This design comes from an exercise in tuning for a short achievable clock period and few clock cycles on the open sky130 flow, not from production work.
RTL that was checked went through simulation tests only; none was proved equivalent to the original.
Power and IR drop assume default switching activity.

==> nickel <==
// romprog_core
module romprog_core (
    input  wire        clk,
    input  wire        rst,
    input  wire        rx_valid,
    input  wire [7:0]  rx_data,
    output wire        rx_ready,
    output wire        tx_valid,
    output wire [7:0]  tx_data,
    input  wire        tx_ready,
    output wire        flash_req_valid,
    output wire [2:0]  flash_op,
    output wire [31:0] flash_addr,
    output wire [7:0]  flash_wdata,
    input  wire        flash_resp_valid,
    input  wire [7:0]  flash_rdata
);
==> flow/config.mk <==
export PLATFORM = sky130hd
export DESIGN_NAME = romprog_core
export DESIGN_NICKNAME = romprog_core
export VERILOG_FILES = /design/flow/design.v
export SDC_FILE = /design/flow/constraint.sdc
export NUM_CORES = 4
export LEC_CHECK = 0
export CAP_MARGIN = 20
export CORE_MARGIN = 2
export CORE_UTILIZATION = 40
export PLACE_DENSITY = 0.6
export SLEW_MARGIN = 20
==> flow/constraint.sdc <==
create_clock -name core_clock -period 10.0 [get_ports {clk}]
set_input_delay 2.0000 -clock core_clock [delete_from_list [all_inputs] [get_ports {clk}]]
set_output_delay 2.0000 -clock core_clock [all_outputs]
set_load 0.01 [all_outputs]
standard.sh (not shown) runs the stock make flow with config.mk's settings and CLKGATE_MAP_FILE= SYNTH_SCRIPT=/design/flow/synth_recipe.tcl, a recipe that flattens the netlist after the stock synthesis.
==> flow/flow/run.sh <==
#!/bin/bash
# The standard layout, with repair_timing asked to reach more setup slack
# than the clock period alone demands (the SDC and period are unchanged).
set -euo pipefail
bash standard.sh SETUP_SLACK_MARGIN=7 finish > standard_flow.log 2>&1
==> pepper (differences from nickel) <==
--- a/flow/design.v
+++ b/flow/design.v
@@ -26,65 +26,69 @@
                      F_ERASE_CHIP = 3'd3, F_ENTER_ID = 3'd4, F_LEAVE_ID = 3'd5,
                      F_READ_MFR = 3'd6, F_READ_DEV = 3'd7;
     function is_special;    
         input [7:0] b;
         begin
             is_special = (b[7:2] == 6'b011111) && (b[1] != b[0]);
         end
     endfunction
-    localparam [1:0] D_IDLE = 2'd0, D_INFRAME = 2'd1, D_ESCAPED = 2'd2;
     reg        rx_ready_r;
-    reg  [1:0] ds;
-    reg  [6:0] rl;           
-    reg        rl_nz;        
+    reg        in_frame;     
+    reg        in_esc;       
+    reg  [6:0] rl_q;         
+    reg        clr_q;        
     reg        wv_q;         
     reg  [6:0] wa_q;
     reg  [5:0] wm_q;         
     reg        wm_v;         
     reg  [7:0] wd_q;
     reg        wl0, wl2, wl7, wl8, wl10;    
     assign rx_ready = rx_ready_r;
+    wire [6:0] rl      = clr_q ? 7'd0 : (wv_q ? (rl_q + 7'd1) : rl_q);
+    wire       rl_nz   = (rl != 7'd0);
+    wire       rl_full = (rl == MAX_PACKET);
     wire take      = rx_valid && rx_ready_r;
     wire is_m      = (rx_data == MARKER);
     wire is_e      = (rx_data == ESCAPE);
-    wire in_frame  = (ds == D_INFRAME);
-    wire in_esc    = (ds == D_ESCAPED);
     wire close_now = take && is_m && in_frame && rl_nz;
-    wire       rl_full = (rl == MAX_PACKET);
-    wire [6:0] rl_nx   = rl_full ? 7'd0 : (rl + 7'd1);
     wire data_byte = take && !is_m && (in_esc || (in_frame && !is_e));
     wire append    = data_byte && !rl_full;
     wire [6:0] rl_m7 = rl - 7'd7;
     always @(posedge clk) begin
         wa_q <= rl;
         wm_q <= rl_m7[5:0];
         wm_v <= (rl >= 7'd7);
         wd_q <= rx_data ^ (in_esc ? ESC_XOR : 8'h00);
-        wv_q <= append;
         wl0  <= append && (rl == 7'd0);
         wl2  <= append && (rl == 7'd2);
         wl7  <= append && (rl == 7'd7);
         wl8  <= append && (rl == 7'd8);
         wl10 <= append && (rl == 7'd10);
         if (rst) begin
-            ds     <= D_IDLE;
-            rl     <= 7'd0;
-            rl_nz  <= 1'b0;
-        end else if (take) begin
-            if (is_m) begin
-                ds     <= (ds == D_INFRAME) ? (rl_nz ? D_IDLE : D_INFRAME) : D_INFRAME;
-                rl     <= 7'd0;
-                rl_nz  <= 1'b0;
-            end else if (in_frame && is_e) begin
-                ds <= D_ESCAPED;
-            end else if (ds != D_IDLE) begin
-                ds     <= rl_full ? D_IDLE : D_INFRAME;
-                rl     <= rl_nx;
-                rl_nz  <= !rl_full;
+            in_frame <= 1'b0;
+            in_esc   <= 1'b0;
+            rl_q     <= 7'd0;
+            clr_q    <= 1'b0;
+            wv_q     <= 1'b0;
+        end else begin
+            rl_q  <= rl;
+            clr_q <= take && (is_m || (data_byte && rl_full));
+            wv_q  <= append;
+            if (take) begin
+                if (is_m) begin
+                    in_frame <= !(in_frame && rl_nz);
+                    in_esc   <= 1'b0;
+                end else if (in_frame && is_e) begin
+                    in_frame <= 1'b0;
+                    in_esc   <= 1'b1;
+                end else if (in_frame || in_esc) begin
+                    in_frame <= !rl_full;
+                    in_esc   <= 1'b0;
+                end
             end
         end
     end
     reg  [7:0] h0, h1, h2, h3, h4, h5, h6, h7, h8, h9, h10;
     reg  [7:0] mem [0:63];
     reg        rcap_q;        
     reg  [7:0] rd_q;
     reg  [5:0] ridx;
@@ -116,32 +120,31 @@
     end
     reg  [7:0]  pc_room;      
     reg         pc_room_ok;   
     reg  [14:0] pc_a1;        
     reg  [14:0] pc_a4k;       
     reg         pc_rng;       
     reg         pc_align;     
     reg  [15:0] pc_span;      
-    reg         pc_span2;     
-    reg         pc_sec2;      
+    reg  [6:0]  pc_room7;     
     wire [15:0] a16  = {h4, h3};
     wire [15:0] b16  = {h8, h7};
     wire [16:0] room = 17'h08000 - {1'b0, a16};
     wire [15:0] span = b16 - a16;
     always @(posedge clk) begin
         pc_room_ok <= !room[16];
         pc_room    <= (room[15:8] != 8'd0) ? 8'hFF : room[7:0];
         pc_a1      <= a16[14:0] + 15'd1;
         pc_a4k     <= a16[14:0] + 15'd4096;
         pc_rng     <= (a16 < b16) && (b16 <= 16'h8000);
         pc_align   <= (a16[11:0] == 12'd0) && (b16[11:0] == 12'd0);
         pc_span    <= span;
-        pc_span2   <= (span[15:1] != 15'd0);
-        pc_sec2    <= (span[15:13] != 3'd0);
+        pc_room7   <= (room[15:7] != 9'd0 || room[6:0] > 7'd120) ? 7'd127 :
+                      (room[6:0] + 7'd7);
     end
     wire [7:0] e0    = wl0  ? wd_q : h0;
     wire [7:0] e2    = wl2  ? wd_q : h2;
     wire [7:0] e7    = wl7  ? wd_q : h7;
     wire [7:0] e10   = wl10 ? wd_q : h10;
     wire [7:0] m0    = wl7  ? wd_q : mem[0];
     wire [7:0] m1    = wl8  ? wd_q : mem[1];
     wire [6:0]  flen      = rl;           
@@ -151,17 +154,17 @@
     wire        hdr_ok    = (flen >= 7'd3) && (e2 == 8'd0) && (h1 == {1'b0, flen});
     wire        a_hi0     = (h5 == 8'd0) && (h6 == 8'd0);
     wire        b_hi0     = (h9 == 8'd0) && (e10 == 8'd0);
     wire        len3      = (flen == 7'd3);
     wire        len8      = (flen == 7'd8);
     wire        len11     = (flen == 7'd11);
     wire        read_rng  = (read_len != 8'd0) && a_hi0 && pc_room_ok &&
                             (read_len <= pc_room);
-    wire        write_rng = a_hi0 && pc_room_ok && ({1'b0, write_n} <= pc_room);
+    wire        write_rng = a_hi0 && pc_room_ok && (flen <= pc_room7);
     wire        range_ok  = a_hi0 && b_hi0 && pc_rng;
     wire        o_ping  = (opcode == OPC_PING);
     wire        o_ident = (opcode == OPC_IDENT);
     wire        o_read  = (opcode == OPC_READ);
     wire        o_write = (opcode == OPC_WRITE);
     wire        o_crc   = (opcode == OPC_CRC);
     wire        o_erase = (opcode == OPC_ERASE);
     wire        o_chip  = (opcode == OPC_CHIP);
@@ -190,21 +193,16 @@
                     else if (!(range_ok && pc_align)) chk_status = 2'd2;
                 default:
                     chk_status = 2'd1;
             endcase
         end
     end
     wire        ok      = (chk_status == 2'd0);
     wire        has_ops = ok && !o_ping;        
-    wire        two     = o_ident ||
-                          (o_read  && (read_len[7:1] != 7'd0)) ||
-                          (o_write && (write_n[6:1] != 6'd0)) ||
-                          (o_crc   && pc_span2) ||
-                          (o_erase && pc_sec2);
     reg  [15:0] chk_count;
     always @(*) begin
         case (opcode)
             OPC_IDENT: chk_count = 16'd4;
             OPC_READ:  chk_count = {8'd0, read_len};
             OPC_WRITE: chk_count = {9'd0, write_n};
             OPC_CRC:   chk_count = pc_span;
             OPC_ERASE: chk_count = {12'd0, pc_span[15:12]};
@@ -220,29 +218,29 @@
             OPC_CHIP:  first_op = F_ERASE_CHIP;
             default:   first_op = F_READ;
         endcase
     end
     reg         fv;
     reg  [2:0]  fop;
     reg  [14:0] faddr;
     reg  [7:0]  fwd;
-    reg         nv;
     reg  [2:0]  nop;
     reg  [14:0] naddr;
     reg  [7:0]  nwd;
     reg  [15:0] fcnt;       
     reg  [6:0]  wp;         
     reg         c_ident, c_read, c_write, c_crc, c_erase;
     reg         iseq;       
     assign flash_req_valid = fv;
     assign flash_op        = fop;
     assign flash_addr      = {17'd0, faddr};
     assign flash_wdata     = fwd;
     wire resp     = flash_resp_valid && fv;
+    wire nv       = (fcnt[15:1] != 15'd0);    
     wire last_rsp = resp && !nv;
     always @(posedge clk) begin
         if (rst) begin
             fv <= 1'b0;
         end else if (rx_ready_r) begin
             fv <= close_now && has_ops;
         end else if (resp) begin
             fv <= nv;
@@ -260,30 +258,28 @@
         end else if (resp) begin
             fop   <= nop;
             faddr <= naddr;
             fwd   <= nwd;
         end
     end
     always @(posedge clk) begin
         if (rx_ready_r) begin
-            nv      <= two;
             nop     <= o_ident ? F_READ_MFR : first_op;
             naddr   <= (o_ident || o_chip) ? 15'd0 : (o_erase ? pc_a4k : pc_a1);
             nwd     <= o_write ? m1 : 8'd0;
             fcnt    <= chk_count;
             wp      <= 7'd2;
             iseq    <= 1'b0;
             c_ident <= o_ident;
             c_read  <= o_read;
             c_write <= o_write;
             c_crc   <= o_crc;
             c_erase <= o_erase;
         end else if (resp) begin
-            nv    <= (fcnt[15:2] != 14'd0) || (fcnt[1:0] == 2'd3);
             nop   <= c_ident ? (iseq ? F_LEAVE_ID : F_READ_DEV) : nop;
             naddr <= c_erase ? (naddr + 15'd4096) :
                      c_ident ? 15'd0 : (naddr + 15'd1);
             nwd   <= c_write ? mem[wp[5:0]] : 8'd0;
             fcnt  <= fcnt - 16'd1;
             wp    <= wp + 7'd1;
             iseq  <= 1'b1;
         end
@@ -329,17 +325,16 @@
     localparam [1:0] P_IDLE = 2'd0, P_BODY = 2'd2, P_CLOSE = 2'd3;
     reg  [1:0] pst;
     reg  [6:0] pj;          
     reg  [5:0] pkn;         
     reg  [6:0] pcnt;        
     reg        pj3;         
     reg        eh;          
     reg  [7:0] cur;         
-    reg        cur_sp;
     reg  [1:0] r_st;
     reg        r_ident, r_read, r_crc;
     reg        go;          
     reg        tv;          
     reg        v0, v1;      
     reg  [7:0] q0d, q1d;
     reg        q0l, q1l;    
     assign tx_valid = tv;
@@ -366,16 +361,17 @@
                         default: nb = 8'h00;
                     endcase
                 end
             end
         endcase
     end
     wire allow = go || (pj == 7'd0);
     wire prod  = (pst != P_IDLE) && !v1 && allow;
+    wire cur_sp = is_special(cur);
     wire adv   = eh || !cur_sp;          
     wire last  = pj3 && (pcnt == 7'd0);   
     reg  [7:0] g;
     reg        gl;
     always @(*) begin
         gl = 1'b0;
         if (pst == P_CLOSE) begin
             g  = MARKER;
@@ -418,17 +414,16 @@
         end
     end
     always @(posedge clk) begin
         if (rx_ready_r) begin
             pj      <= 7'd0;
             pkn     <= 6'd61;
             eh      <= 1'b0;
             cur     <= opcode;
-            cur_sp  <= is_special(opcode);
             r_st    <= chk_status;
             r_ident <= o_ident && ok;
             r_read  <= o_read && ok;
             r_crc   <= o_crc && ok;
             pj3     <= 1'b0;
             if (!ok)
                 pcnt <= 7'd0;
             else if (o_ping)
@@ -443,17 +438,16 @@
             if (adv) begin
                 eh <= 1'b0;
                 if (!last) begin
                     pj     <= pj + 7'd1;
                     pj3    <= pj3 || (pj == 7'd2);
                     pkn    <= pkn + 6'd1;
                     if (pj3) pcnt <= pcnt - 7'd1;
                     cur    <= nb;
-                    cur_sp <= is_special(nb);
                 end
             end else begin
                 eh <= 1'b1;
             end
         end
     end
     always @(posedge clk) begin
         if (rst) begin
==> flow/config.mk (replaced) <==
export PLATFORM = sky130hd
export DESIGN_NAME = romprog_core
export DESIGN_NICKNAME = romprog_core
export VERILOG_FILES = /design/flow/design.v
export SDC_FILE = /design/flow/constraint.sdc
export NUM_CORES = 4
export LEC_CHECK = 0
export CAP_MARGIN = 20
export CORE_MARGIN = 2
export CORE_UTILIZATION = 60
export PLACE_DENSITY = 0.72
export SLEW_MARGIN = 20
==> tundra (differences from nickel) <==
--- a/flow/design.v
+++ b/flow/design.v
@@ -26,73 +26,73 @@
                      F_ERASE_CHIP = 3'd3, F_ENTER_ID = 3'd4, F_LEAVE_ID = 3'd5,
                      F_READ_MFR = 3'd6, F_READ_DEV = 3'd7;
     function is_special;    
         input [7:0] b;
         begin
             is_special = (b[7:2] == 6'b011111) && (b[1] != b[0]);
         end
     endfunction
-    localparam [1:0] D_IDLE = 2'd0, D_INFRAME = 2'd1, D_ESCAPED = 2'd2;
     reg        rx_ready_r;
-    reg  [1:0] ds;
-    reg  [6:0] rl;           
-    reg        rl_nz;        
+    reg        in_frame;     
+    reg        in_esc;       
+    reg  [6:0] rl_q;         
+    reg        clr_q;        
     reg        wv_q;         
     reg  [6:0] wa_q;
-    reg  [5:0] wm_q;         
-    reg        wm_v;         
-    reg  [7:0] wd_q;
+    reg  [7:0] wd_q;         
     reg        wl0, wl2, wl7, wl8, wl10;    
     assign rx_ready = rx_ready_r;
+    wire [6:0] rl      = clr_q ? 7'd0 : (wv_q ? (rl_q + 7'd1) : rl_q);
+    wire       rl_nz   = (rl != 7'd0);
+    wire       rl_full = (rl == MAX_PACKET);
     wire take      = rx_valid && rx_ready_r;
     wire is_m      = (rx_data == MARKER);
     wire is_e      = (rx_data == ESCAPE);
-    wire in_frame  = (ds == D_INFRAME);
-    wire in_esc    = (ds == D_ESCAPED);
     wire close_now = take && is_m && in_frame && rl_nz;
-    wire       rl_full = (rl == MAX_PACKET);
-    wire [6:0] rl_nx   = rl_full ? 7'd0 : (rl + 7'd1);
     wire data_byte = take && !is_m && (in_esc || (in_frame && !is_e));
     wire append    = data_byte && !rl_full;
     wire [6:0] rl_m7 = rl - 7'd7;
     always @(posedge clk) begin
         wa_q <= rl;
-        wm_q <= rl_m7[5:0];
-        wm_v <= (rl >= 7'd7);
-        wd_q <= rx_data ^ (in_esc ? ESC_XOR : 8'h00);
-        wv_q <= append;
+        wd_q <= rx_ready_r ? (rx_data ^ (in_esc ? ESC_XOR : 8'h00)) : flash_rdata;
         wl0  <= append && (rl == 7'd0);
         wl2  <= append && (rl == 7'd2);
         wl7  <= append && (rl == 7'd7);
         wl8  <= append && (rl == 7'd8);
         wl10 <= append && (rl == 7'd10);
         if (rst) begin
-            ds     <= D_IDLE;
-            rl     <= 7'd0;
-            rl_nz  <= 1'b0;
-        end else if (take) begin
-            if (is_m) begin
-                ds     <= (ds == D_INFRAME) ? (rl_nz ? D_IDLE : D_INFRAME) : D_INFRAME;
-                rl     <= 7'd0;
-                rl_nz  <= 1'b0;
-            end else if (in_frame && is_e) begin
-                ds <= D_ESCAPED;
-            end else if (ds != D_IDLE) begin
-                ds     <= rl_full ? D_IDLE : D_INFRAME;
-                rl     <= rl_nx;
-                rl_nz  <= !rl_full;
+            in_frame <= 1'b0;
+            in_esc   <= 1'b0;
+            rl_q     <= 7'd0;
+            clr_q    <= 1'b0;
+            wv_q     <= 1'b0;
+        end else begin
+            rl_q  <= rl;
+            clr_q <= take && (is_m || (data_byte && rl_full));
+            wv_q  <= append;
+            if (take) begin
+                if (is_m) begin
+                    in_frame <= !(in_frame && rl_nz);
+                    in_esc   <= 1'b0;
+                end else if (in_frame && is_e) begin
+                    in_frame <= 1'b0;
+                    in_esc   <= 1'b1;
+                end else if (in_frame || in_esc) begin
+                    in_frame <= !rl_full;
+                    in_esc   <= 1'b0;
+                end
             end
         end
     end
     reg  [7:0] h0, h1, h2, h3, h4, h5, h6, h7, h8, h9, h10;
     reg  [7:0] mem [0:63];
-    reg        rcap_q;        
-    reg  [7:0] rd_q;
-    reg  [5:0] ridx;
+    reg        mwen;          
+    reg  [5:0] widx;
+    reg        x1;            
     always @(posedge clk) begin
         if (wv_q) begin
             case (wa_q)
                 7'd0:  h0  <= wd_q;
                 7'd1:  h1  <= wd_q;
                 7'd2:  h2  <= wd_q;
                 7'd3:  h3  <= wd_q;
                 7'd4:  h4  <= wd_q;
@@ -101,47 +101,38 @@
                 7'd7:  h7  <= wd_q;
                 7'd8:  h8  <= wd_q;
                 7'd9:  h9  <= wd_q;
                 7'd10: h10 <= wd_q;
                 default: ;
             endcase
         end
     end
-    wire       mw_dec = wv_q && wm_v;
-    wire [5:0] mw_idx = mw_dec ? wm_q : ridx;
-    wire [7:0] mw_dat = mw_dec ? wd_q : rd_q;
-    wire       mw_en  = mw_dec || rcap_q;
-    always @(posedge clk) begin
-        if (mw_en)
-            mem[mw_idx] <= mw_dat;
-    end
     reg  [7:0]  pc_room;      
     reg         pc_room_ok;   
     reg  [14:0] pc_a1;        
     reg  [14:0] pc_a4k;       
     reg         pc_rng;       
     reg         pc_align;     
     reg  [15:0] pc_span;      
-    reg         pc_span2;     
-    reg         pc_sec2;      
+    reg  [6:0]  pc_room7;     
     wire [15:0] a16  = {h4, h3};
     wire [15:0] b16  = {h8, h7};
     wire [16:0] room = 17'h08000 - {1'b0, a16};
     wire [15:0] span = b16 - a16;
     always @(posedge clk) begin
         pc_room_ok <= !room[16];
         pc_room    <= (room[15:8] != 8'd0) ? 8'hFF : room[7:0];
         pc_a1      <= a16[14:0] + 15'd1;
         pc_a4k     <= a16[14:0] + 15'd4096;
         pc_rng     <= (a16 < b16) && (b16 <= 16'h8000);
         pc_align   <= (a16[11:0] == 12'd0) && (b16[11:0] == 12'd0);
         pc_span    <= span;
-        pc_span2   <= (span[15:1] != 15'd0);
-        pc_sec2    <= (span[15:13] != 3'd0);
+        pc_room7   <= (room[15:7] != 9'd0 || room[6:0] > 7'd120) ? 7'd127 :
+                      (room[6:0] + 7'd7);
     end
     wire [7:0] e0    = wl0  ? wd_q : h0;
     wire [7:0] e2    = wl2  ? wd_q : h2;
     wire [7:0] e7    = wl7  ? wd_q : h7;
     wire [7:0] e10   = wl10 ? wd_q : h10;
     wire [7:0] m0    = wl7  ? wd_q : mem[0];
     wire [7:0] m1    = wl8  ? wd_q : mem[1];
     wire [6:0]  flen      = rl;           
@@ -151,17 +142,17 @@
     wire        hdr_ok    = (flen >= 7'd3) && (e2 == 8'd0) && (h1 == {1'b0, flen});
     wire        a_hi0     = (h5 == 8'd0) && (h6 == 8'd0);
     wire        b_hi0     = (h9 == 8'd0) && (e10 == 8'd0);
     wire        len3      = (flen == 7'd3);
     wire        len8      = (flen == 7'd8);
     wire        len11     = (flen == 7'd11);
     wire        read_rng  = (read_len != 8'd0) && a_hi0 && pc_room_ok &&
                             (read_len <= pc_room);
-    wire        write_rng = a_hi0 && pc_room_ok && ({1'b0, write_n} <= pc_room);
+    wire        write_rng = a_hi0 && pc_room_ok && (flen <= pc_room7);
     wire        range_ok  = a_hi0 && b_hi0 && pc_rng;
     wire        o_ping  = (opcode == OPC_PING);
     wire        o_ident = (opcode == OPC_IDENT);
     wire        o_read  = (opcode == OPC_READ);
     wire        o_write = (opcode == OPC_WRITE);
     wire        o_crc   = (opcode == OPC_CRC);
     wire        o_erase = (opcode == OPC_ERASE);
     wire        o_chip  = (opcode == OPC_CHIP);
@@ -190,21 +181,16 @@
                     else if (!(range_ok && pc_align)) chk_status = 2'd2;
                 default:
                     chk_status = 2'd1;
             endcase
         end
     end
     wire        ok      = (chk_status == 2'd0);
     wire        has_ops = ok && !o_ping;        
-    wire        two     = o_ident ||
-                          (o_read  && (read_len[7:1] != 7'd0)) ||
-                          (o_write && (write_n[6:1] != 6'd0)) ||
-                          (o_crc   && pc_span2) ||
-                          (o_erase && pc_sec2);
     reg  [15:0] chk_count;
     always @(*) begin
         case (opcode)
             OPC_IDENT: chk_count = 16'd4;
             OPC_READ:  chk_count = {8'd0, read_len};
             OPC_WRITE: chk_count = {9'd0, write_n};
             OPC_CRC:   chk_count = pc_span;
             OPC_ERASE: chk_count = {12'd0, pc_span[15:12]};
@@ -220,29 +206,30 @@
             OPC_CHIP:  first_op = F_ERASE_CHIP;
             default:   first_op = F_READ;
         endcase
     end
     reg         fv;
     reg  [2:0]  fop;
     reg  [14:0] faddr;
     reg  [7:0]  fwd;
-    reg         nv;
     reg  [2:0]  nop;
     reg  [14:0] naddr;
     reg  [7:0]  nwd;
     reg  [15:0] fcnt;       
     reg  [6:0]  wp;         
     reg         c_ident, c_read, c_write, c_crc, c_erase;
     reg         iseq;       
     assign flash_req_valid = fv;
     assign flash_op        = fop;
     assign flash_addr      = {17'd0, faddr};
     assign flash_wdata     = fwd;
+    wire [14:0] h3_h4_15 = {h4[6:0], h3};
     wire resp     = flash_resp_valid && fv;
+    wire nv       = (fcnt[15:1] != 15'd0);    
     wire last_rsp = resp && !nv;
     always @(posedge clk) begin
         if (rst) begin
             fv <= 1'b0;
         end else if (rx_ready_r) begin
             fv <= close_now && has_ops;
         end else if (resp) begin
             fv <= nv;
@@ -260,86 +247,90 @@
         end else if (resp) begin
             fop   <= nop;
             faddr <= naddr;
             fwd   <= nwd;
         end
     end
     always @(posedge clk) begin
         if (rx_ready_r) begin
-            nv      <= two;
             nop     <= o_ident ? F_READ_MFR : first_op;
             naddr   <= (o_ident || o_chip) ? 15'd0 : (o_erase ? pc_a4k : pc_a1);
             nwd     <= o_write ? m1 : 8'd0;
             fcnt    <= chk_count;
             wp      <= 7'd2;
             iseq    <= 1'b0;
             c_ident <= o_ident;
             c_read  <= o_read;
             c_write <= o_write;
             c_crc   <= o_crc;
             c_erase <= o_erase;
         end else if (resp) begin
-            nv    <= (fcnt[15:2] != 14'd0) || (fcnt[1:0] == 2'd3);
             nop   <= c_ident ? (iseq ? F_LEAVE_ID : F_READ_DEV) : nop;
             naddr <= c_erase ? (naddr + 15'd4096) :
                      c_ident ? 15'd0 : (naddr + 15'd1);
             nwd   <= c_write ? mem[wp[5:0]] : 8'd0;
             fcnt  <= fcnt - 16'd1;
             wp    <= wp + 7'd1;
             iseq  <= 1'b1;
         end
     end
-    wire [14:0] h3_h4_15 = {h4[6:0], h3};
+    wire [5:0] widx_nx = rx_ready_r ? rl_m7[5:0] :
+                         x1 ? 6'd0 : (mwen ? (widx + 6'd1) : widx);
+    always @(posedge clk) begin
+        x1   <= rx_ready_r;
+        widx <= widx_nx;
+        if (rst)
+            mwen <= 1'b0;
+        else
+            mwen <= rx_ready_r ? (append && (rl >= 7'd7)) : (resp && c_read);
+    end
+    always @(posedge clk) begin
+        if (mwen)
+            mem[widx] <= wd_q;
+    end
     reg         crc_q, mfr_q, dev_q;
     reg  [15:0] crc;
     reg  [7:0]  id_mfr, id_dev;
     function [15:0] crc16_byte;
         input [15:0] c_in;
         input [7:0]  b;
         integer k;
         reg [15:0] c;
         begin
             c = c_in ^ {b, 8'h00};
             for (k = 0; k < 8; k = k + 1)
                 c = c[15] ? ((c << 1) ^ 16'h1021) : (c << 1);
             crc16_byte = c;
         end
     endfunction
     always @(posedge clk) begin
-        rd_q   <= flash_rdata;
-        rcap_q <= 1'b0;
         crc_q  <= 1'b0;
         mfr_q  <= 1'b0;
         dev_q  <= 1'b0;
         if (!rst && !rx_ready_r && resp) begin
-            rcap_q <= c_read;
             crc_q  <= c_crc;
             mfr_q  <= (fop == F_READ_MFR);
             dev_q  <= (fop == F_READ_DEV);
         end
-        if (rx_ready_r) begin
-            ridx <= 6'd0;
-            crc  <= 16'd0;
-        end else begin
-            if (rcap_q) ridx <= ridx + 6'd1;
-            if (crc_q)  crc  <= crc16_byte(crc, rd_q);
-        end
-        if (mfr_q) id_mfr <= rd_q;
-        if (dev_q) id_dev <= rd_q;
+        if (rx_ready_r)
+            crc <= 16'd0;
+        else if (crc_q)
+            crc <= crc16_byte(crc, wd_q);
+        if (mfr_q) id_mfr <= wd_q;
+        if (dev_q) id_dev <= wd_q;
     end
     localparam [1:0] P_IDLE = 2'd0, P_BODY = 2'd2, P_CLOSE = 2'd3;
     reg  [1:0] pst;
     reg  [6:0] pj;          
     reg  [5:0] pkn;         
     reg  [6:0] pcnt;        
     reg        pj3;         
     reg        eh;          
     reg  [7:0] cur;         
-    reg        cur_sp;
     reg  [1:0] r_st;
     reg        r_ident, r_read, r_crc;
     reg        go;          
     reg        tv;          
     reg        v0, v1;      
     reg  [7:0] q0d, q1d;
     reg        q0l, q1l;    
     assign tx_valid = tv;
@@ -366,16 +357,17 @@
                         default: nb = 8'h00;
                     endcase
                 end
             end
         endcase
     end
     wire allow = go || (pj == 7'd0);
     wire prod  = (pst != P_IDLE) && !v1 && allow;
+    wire cur_sp = is_special(cur);
     wire adv   = eh || !cur_sp;          
     wire last  = pj3 && (pcnt == 7'd0);   
     reg  [7:0] g;
     reg        gl;
     always @(*) begin
         gl = 1'b0;
         if (pst == P_CLOSE) begin
             g  = MARKER;
@@ -418,17 +410,16 @@
         end
     end
     always @(posedge clk) begin
         if (rx_ready_r) begin
             pj      <= 7'd0;
             pkn     <= 6'd61;
             eh      <= 1'b0;
             cur     <= opcode;
-            cur_sp  <= is_special(opcode);
             r_st    <= chk_status;
             r_ident <= o_ident && ok;
             r_read  <= o_read && ok;
             r_crc   <= o_crc && ok;
             pj3     <= 1'b0;
             if (!ok)
                 pcnt <= 7'd0;
             else if (o_ping)
@@ -443,17 +434,16 @@
             if (adv) begin
                 eh <= 1'b0;
                 if (!last) begin
                     pj     <= pj + 7'd1;
                     pj3    <= pj3 || (pj == 7'd2);
                     pkn    <= pkn + 6'd1;
                     if (pj3) pcnt <= pcnt - 7'd1;
                     cur    <= nb;
-                    cur_sp <= is_special(nb);
                 end
             end else begin
                 eh <= 1'b1;
             end
         end
     end
     always @(posedge clk) begin
         if (rst) begin
==> summary.txt <==
metric                                             tundra       pepper       nickel
Internal Pwr Total                                6.18 mW      6.24 mW      6.21 mW
Starting utilization of the core area               0.402        0.607        0.404
TritonRoute pass-1 iters                                8            6            7
Num Clock Sinks                                       891          905          902
Die Outline Area                               0.106 mm^2  0.0718 mm^2   0.107 mm^2
Post-Synthesis Cells                                2,715        2,776        2,907
Register-to-Register Setup Slack                  7.00 ns      6.81 ns      6.78 ns
Core region area                               0.103 mm^2  0.0688 mm^2   0.104 mm^2
Wire length of the first global-routing pass       181 mm       172 mm       181 mm
Footprint of the multi-input gates            0.0163 mm^2  0.0166 mm^2  0.0168 mm^2
Outcome                          timing/DRC/antenna clean  timing/DRC/antenna clean  timing/DRC/antenna clean
Endpoint required time on the critical path       8.00 ns     10.29 ns     10.54 ns
Worst-case setup margin in the final layout       6.81 ns      6.81 ns      6.78 ns
Arrival time worst endpoint                       1.19 ns      3.49 ns      3.76 ns
Hold Path Cell Cnt                                      2            0            0
Final-stage net count                               2,959        3,024        3,137
Area post-placement                           0.0435 mm^2  0.0432 mm^2  0.0438 mm^2
# Post-CTS Setup Buffers                               59           72           69
Non-clock inverter total of the final layout           75           73           83
Register Area                                 0.0250 mm^2  0.0251 mm^2  0.0251 mm^2
Fraction of power spent switching nets              0.204        0.200        0.210
Testbench counts of nickel, summed over its fixed seeds: cycles 45,774.
Testbench counts of pepper, summed over its fixed seeds: cycles 45,774.
Only the layout flow was run in tundra; the RTL was not checked for function there.

==> static timing again, ports no longer ideal <==
The flow's constraints put no driver on any port. The routed layouts listed below were extracted and timed again, unchanged, in two steps.
Step 1 (the two cells are an assumption about what drives the block):
set clk [get_ports {clk}]
set_driving_cell -lib_cell sky130_fd_sc_hd__clkbuf_16 $clk
set_driving_cell -lib_cell sky130_fd_sc_hd__buf_2 [delete_from_list [all_inputs] $clk]
Step 2 also shifts input and output timing later by t, the mid clock arrival at the registers, as if the neighbouring blocks saw the same clock.
a / b / c = ideal ports / drivers / drivers and shift; a / b = the first two.
run	t, ns	setup slack, ns	worst setup path after step 2	clock arrival spread, ns	cell pins on the clock port's net
nickel	0.740	6.781 / 6.781 / 6.202	input to register	0.047 / 0.047	1
pepper	0.718	6.808 / 6.808 / 6.187	input to register	0.031 / 0.031	1
tundra	0.752	6.813 / 6.743 / 6.119	input to register	0.025 / 0.025	1
After both steps setup and hold are still met in every run listed. For tundra, which loses most, drivers alone change the setup slack by -0.070 ns; drivers and shift together by -0.694 ns.
